From an optimization exercise on the open Yosys and OpenROAD flow, aimed at small area, a short achievable clock period and few clock cycles; shortcuts taken in it are not production practice.
Only simulation tests tie the RTL to the original design; equivalence was not proved.
Power and IR drop assume default switching activity.

## vrd
module vrd (
    input  wire        clk,
    input  wire        rst,           
    input  wire        cmd_valid,
    output wire        cmd_ready,
    input  wire [35:0] cmd_word,
    output wire        rsp_valid,
    input  wire        rsp_ready,
    output wire [35:0] rsp_word,
    output wire        irq,
    output wire        sym_req,
    output wire [1:0]  sym_class,
    output wire        sym_regime,
    input  wire        sym_ack,
    input  wire [3:0]  sym_data,
    output wire        coef_req,
    output wire [2:0]  coef_cs,
    input  wire        coef_ack,
    input  wire        coef_err,
    input  wire        coef_last,
    input  wire [31:0] coef_skip,
    input  wire [31:0] coef_value,
    output wire        itx_req,
    output wire        itx_op,        
    output wire [2:0]  itx_shape,
    output wire        itx_kind,      
    output wire [5:0]  itx_idx,
    output wire [15:0] itx_coef,
    input  wire        itx_ack,
    input  wire [15:0] itx_res,
    output wire        mem_req,
    output wire        mem_we,
    output wire [31:0] mem_addr,
    output wire [7:0]  mem_wdata,
    input  wire        mem_ack,
    input  wire [7:0]  mem_rdata
);
clock: 10.0 ns
lec_check: 0
cap_margin: 20
core_margin: 2
core_utilization: 40
cts_cluster_diameter: 60
cts_cluster_size: 30
gpl_timing_driven: 1
slew_margin: 20
synth_memory_max_bits: 16384
standard.sh (not shown) runs the stock make flow with config.mk's settings and CLKGATE_MAP_FILE= SYNTH_SCRIPT=/design/flow/synth_recipe.tcl, a recipe that flattens the netlist after the stock synthesis.
==> flow/flow/run.sh <==
#!/bin/bash
# Layout flow: the standard flow (standard.sh, unchanged synthesis and
# steps) with two changes to how the layout is optimised:
#  - the setup repair aims for 6.5 ns of slack instead of stopping at 0, and
#  - the port buffers are plain buffers (buf_2) instead of delay cells.
# Clock-tree clustering comes from config.mk. Every tool's output is kept:
# make's in make_finish.log, and each ORFS step's in orfs/logs.
set -euo pipefail
bash standard.sh SETUP_SLACK_MARGIN=6.5 "BUFFER_PORTS_ARGS=-buffer_cell sky130_fd_sc_hd__buf_2" finish > make_finish.log 2>&1
The starting point finished clean.
Testbench counts at the start, summed over its fixed seeds: cycles 127,797.
==> next run, changes <==
==> flow/flow/run.sh (replaced) <==
#!/bin/bash
# Layout flow: the standard flow (standard.sh, unchanged synthesis and
# steps) with two changes to how the layout is optimised:
#  - the setup repair aims for 6.35 ns of slack instead of stopping at 0, and
#  - the port buffers are plain buffers (buf_2) instead of delay cells.
# Clock-tree clustering comes from config.mk. Every tool's output is kept:
# make's in make_finish.log, and each ORFS step's in orfs/logs.
set -euo pipefail
bash standard.sh SETUP_SLACK_MARGIN=6.35 "BUFFER_PORTS_ARGS=-buffer_cell sky130_fd_sc_hd__buf_2" finish > make_finish.log 2>&1
Settings changed: GPL_TIMING_DRIVEN 1 to default.
Result:
- The changed run passed the timing, design-rule and antenna checks
- wire length fell by a few percent
- sequential cell count stays the same
- total power went down slightly
- setup slack loses 0.092 ns
- combinational power went down by a little under a tenth
- via count fell slightly
- synthesized area is unchanged
==> next run, changes <==
==> flow/flow/run.sh (replaced) <==
#!/bin/bash
# Layout flow: the standard flow (standard.sh, unchanged synthesis and
# steps) with two changes to how the layout is optimised:
#  - the setup repair aims for 6.5 ns of slack instead of stopping at 0, and
#  - the port buffers are plain buffers (buf_2) instead of delay cells.
# Clock-tree clustering comes from config.mk. Every tool's output is kept:
# make's in make_finish.log, and each ORFS step's in orfs/logs.
set -euo pipefail
bash standard.sh SETUP_SLACK_MARGIN=6.5 "BUFFER_PORTS_ARGS=-buffer_cell sky130_fd_sc_hd__buf_2" finish > make_finish.log 2>&1
Settings changed: CORE_UTILIZATION 40 to 50.
Final area climbs by 3.3%.
Core utilization climbs by 14 points.
Non-clock buffer count climbs by 156.
==> next run, changes <==
Settings changed: CORE_UTILIZATION 50 to 40.
Effect: Wire length climbs by 0.38%; setup slack improves by 0.048 ns; non-clock buffer count goes down by 48; critical path depth grows by 1; cell area fell by 0.84%; total power went down by 0.85%; clock skew goes down by 0.0084 ns; via count goes down by 0.50%; worst hold slack improved by 0.0076 ns.

* * *

vrd, a different RTL version from the one above (not shown whole).
Size in the first run: roughly 5600 cells after synthesis, about 1500 flip-flops, roughly 67000 µm² of cells after synthesis.
// vrd
module vrd (
    input  wire        clk,
    input  wire        rst,           
    input  wire        cmd_valid,
    output wire        cmd_ready,
    input  wire [35:0] cmd_word,
    output wire        rsp_valid,
    input  wire        rsp_ready,
    output wire [35:0] rsp_word,
    output wire        irq,
    output wire        sym_req,
    output wire [1:0]  sym_class,
    output wire        sym_regime,
    input  wire        sym_ack,
    input  wire [3:0]  sym_data,
    output wire        coef_req,
    output wire [2:0]  coef_cs,
    input  wire        coef_ack,
    input  wire        coef_err,
    input  wire        coef_last,
    input  wire [31:0] coef_skip,
    input  wire [31:0] coef_value,
    output wire        itx_req,
    output wire        itx_op,        
    output wire [2:0]  itx_shape,
    output wire        itx_kind,      
    output wire [5:0]  itx_idx,
    output wire [15:0] itx_coef,
    input  wire        itx_ack,
    input  wire [15:0] itx_res,
    output wire        mem_req,
    output wire        mem_we,
    output wire [31:0] mem_addr,
    output wire [7:0]  mem_wdata,
    input  wire        mem_ack,
    input  wire [7:0]  mem_rdata
);
Settings: LEC_CHECK=0, CAP_MARGIN=20, CORE_MARGIN=2, CORE_UTILIZATION=40, CTS_CLUSTER_DIAMETER=60, CTS_CLUSTER_SIZE=30, SLEW_MARGIN=20, SYNTH_MEMORY_MAX_BITS=16384; clock period 10.0 ns.
==> flow/flow/run.sh <==
#!/bin/bash
# Layout flow: the standard flow (standard.sh, unchanged synthesis and
# steps) with two changes to how the layout is optimised:
#  - the setup repair aims for 6.35 ns of slack instead of stopping at 0, and
#  - the port buffers are plain buffers (buf_2) instead of delay cells.
# Clock-tree clustering comes from config.mk. Every tool's output is kept:
# make's in make_finish.log, and each ORFS step's in orfs/logs.
set -euo pipefail
bash standard.sh SETUP_SLACK_MARGIN=6.35 "BUFFER_PORTS_ARGS=-buffer_cell sky130_fd_sc_hd__buf_2" finish > make_finish.log 2>&1
Testbench counts at the start, summed over its fixed seeds: cycles 127,797.
Change:
==> flow/flow/run.sh (replaced) <==
#!/bin/bash
# Layout flow: the standard flow (standard.sh, unchanged synthesis and
# steps) with two changes to how the layout is optimised:
#  - the setup repair aims for 6.5 ns of slack instead of stopping at 0, and
#  - the port buffers are plain buffers (buf_1) instead of delay cells.
# Clock-tree clustering comes from config.mk. Every tool's output is kept:
# make's in make_finish.log, and each ORFS step's in orfs/logs.
set -euo pipefail
bash standard.sh SETUP_SLACK_MARGIN=6.5 "BUFFER_PORTS_ARGS=-buffer_cell sky130_fd_sc_hd__buf_1" finish > make_finish.log 2>&1
CORE_UTILIZATION = 45   (was 40)
Effect: Die area came out lower by 11%. Register-to-register slack gains 210 ps. Sequential share of layout area went down by 0.65 points. Sequential power stays flat. Final cell count shrinks by 2.5%. Via count is higher by 2.2%. Final area rises by 1.2%. Synthesized cell count does not change. Total power climbs by 1.4%. Maximum frequency increases by 5.4%.
Change:
CORE_UTILIZATION = 40   (was 45)
=> Setup slack loses 36 ps. Power barely changes. Wire length grows by 0.60%. First-iteration DRC count grows by 2.6%. Sequential cell count does not change. Count of clock-buffer cells in the layout is unchanged. Cell area grows by 0.38%. Core utilization shrinks by 5.9 points. Synthesized area stays the same. Die area grows by 12%. Cell count grows by 3.5%.
Change:
==> flow/flow/run.sh (replaced) <==
#!/bin/bash
# Layout flow: the standard flow (standard.sh, unchanged synthesis and
# steps) with two changes to how the layout is optimised:
#  - the setup repair aims for 6.6 ns of slack instead of stopping at 0, and
#  - the port buffers are plain buffers (buf_1) instead of delay cells.
# Clock-tree clustering comes from config.mk. Every tool's output is kept:
# make's in make_finish.log, and each ORFS step's in orfs/logs.
set -euo pipefail
bash standard.sh SETUP_SLACK_MARGIN=6.6 "BUFFER_PORTS_ARGS=-buffer_cell sky130_fd_sc_hd__buf_1" finish > make_finish.log 2>&1
Worst setup slack gains 39 ps.
Register-to-register slack gains 50 ps.
Wire length hardly moves.
Final cell count is higher by about 0.8%.
Cell area came out higher by 1.5%.
Global-route usage goes down by 0.10 points.
Hold slack improves by 8.3 ps.
Non-clock buffer count went up by 68.

* * *

Another version of the RTL of vrd (not shown whole).
Size in the first run: roughly 5600 cells after synthesis, ~1500 flip-flops, ~67000 sq um of cells after synthesis.
Settings: LEC_CHECK=0, CAP_MARGIN=20, CORE_MARGIN=2, CORE_UTILIZATION=40, CTS_CLUSTER_DIAMETER=60, CTS_CLUSTER_SIZE=30, SLEW_MARGIN=20, SYNTH_MEMORY_MAX_BITS=16384; clock period 10.0 ns.
==> flow/flow/run.sh <==
#!/bin/bash
# Layout flow: the standard flow (standard.sh, unchanged synthesis and
# steps) with two changes to how the layout is optimised:
#  - the setup repair aims for 6.5 ns of slack instead of stopping at 0, and
#  - the port buffers are plain buffers (buf_2) instead of delay cells.
# Clock-tree clustering comes from config.mk. Every tool's output is kept:
# make's in make_finish.log, and each ORFS step's in orfs/logs.
set -euo pipefail
bash standard.sh SETUP_SLACK_MARGIN=6.5 "BUFFER_PORTS_ARGS=-buffer_cell sky130_fd_sc_hd__buf_2" finish > make_finish.log 2>&1
Testbench counts at the start, summed over its fixed seeds: cycles 128,427.
Then changed:
Settings changed: CORE_UTILIZATION 40 to 55, GPL_TIMING_DRIVEN from default to 1.
Clock-buffer cell count is higher by 10.
Critical path depth is higher by 1.
Wire length is higher by 2.8%.
Worst setup slack degrades by 0.13 ns.
Non-clock buffer count is higher by 75.
Power hardly moves.
Then changed:
==> flow/flow/run.sh (replaced) <==
#!/bin/bash
# Layout flow: the standard flow (standard.sh, unchanged synthesis and
# steps) with two changes to how the layout is optimised:
#  - the setup repair aims for 6.5 ns of slack instead of stopping at 0, and
#  - the port buffers are plain buffers (buf_4) instead of delay cells.
# Every tool's output is kept: make's in make_finish.log, and each ORFS step's
# in orfs/logs.
set -euo pipefail
bash standard.sh SETUP_SLACK_MARGIN=6.5 "BUFFER_PORTS_ARGS=-buffer_cell sky130_fd_sc_hd__buf_4" finish > make_finish.log 2>&1
Settings changed: CORE_UTILIZATION 55 to 40, CTS_CLUSTER_DIAMETER 60 to default, CTS_CLUSTER_SIZE 30 to default, GPL_TIMING_DRIVEN 1 to default.
After rerunning: Clock power is higher by 16%. Non-clock buffer count came out lower by 38. Wire length goes down by 0.68%.

what the ideal ports hide:
The flow's constraints put no driver on any port. The routed layouts listed below were extracted and timed again, unchanged, in two steps.
Step 1 sets driving cells, clkbuf_16 on the clock port and buf_2 on the other inputs (assumed; they add their load-dependent delay and slew).
Step 2 times the ports against the registers' clock, not the clock port: input delays grow and output delays shrink by t, the midpoint of the rising clock arrivals with the driver on.
a / b / c = no drivers / after step 1 / after step 2; a / b = the first two.
| run | t (ns) | setup WS [ns] | worst hold slack (ns) | worst setup path at the end | cell pins on the clock port's net |
|---|---|---|---|---|---|
| the first run of note 1 | 0.845 | 6.321 / 6.321 / 5.720 | 0.478 / 0.478 / 0.478 | input to register | 1 |
| the second run of note 1 | 0.863 | 6.230 / 6.230 / 5.597 | 0.472 / 0.472 / 0.472 | input to register | 1 |
| the third run of note 1 | 0.856 | 6.273 / 6.273 / 5.832 | 0.470 / 0.470 / 0.470 | input to register | 1 |
| the fourth run of note 1 | 0.845 | 6.321 / 6.321 / 5.720 | 0.478 / 0.478 / 0.478 | input to register | 1 |
| the first run of note 2 | 0.871 | 6.217 / 6.217 / 5.543 | 0.468 / 0.468 / 0.468 | input to register | 1 |
| the second run of note 2 | 0.860 | 6.411 / 6.364 / 5.601 | 0.470 / 0.470 / 0.470 | input to register | 1 |
| the third run of note 2 | 0.889 | 6.375 / 6.305 / 5.527 | 0.468 / 0.468 / 0.468 | input to register | 1 |
| the fourth run of note 2 | 0.861 | 6.414 / 6.330 / 5.632 | 0.476 / 0.476 / 0.476 | input to register | 1 |
| the first run of note 3 | 0.849 | 6.325 / 6.325 / 5.540 | 0.458 / 0.458 / 0.458 | input to register | 1 |
| the second run of note 3 | 0.859 | 6.194 / 6.194 / 5.548 | 0.466 / 0.466 / 0.466 | input to register | 1 |
| the third run of note 3 | 0.897 | 6.406 / 6.351 / 5.705 | 0.449 / 0.449 / 0.449 | input to register | 1 |
After both steps setup and hold are still met in every run listed. For the third run of note 2, which loses most, drivers alone change the setup slack by -0.070 ns; drivers and shift together by -0.848 ns.
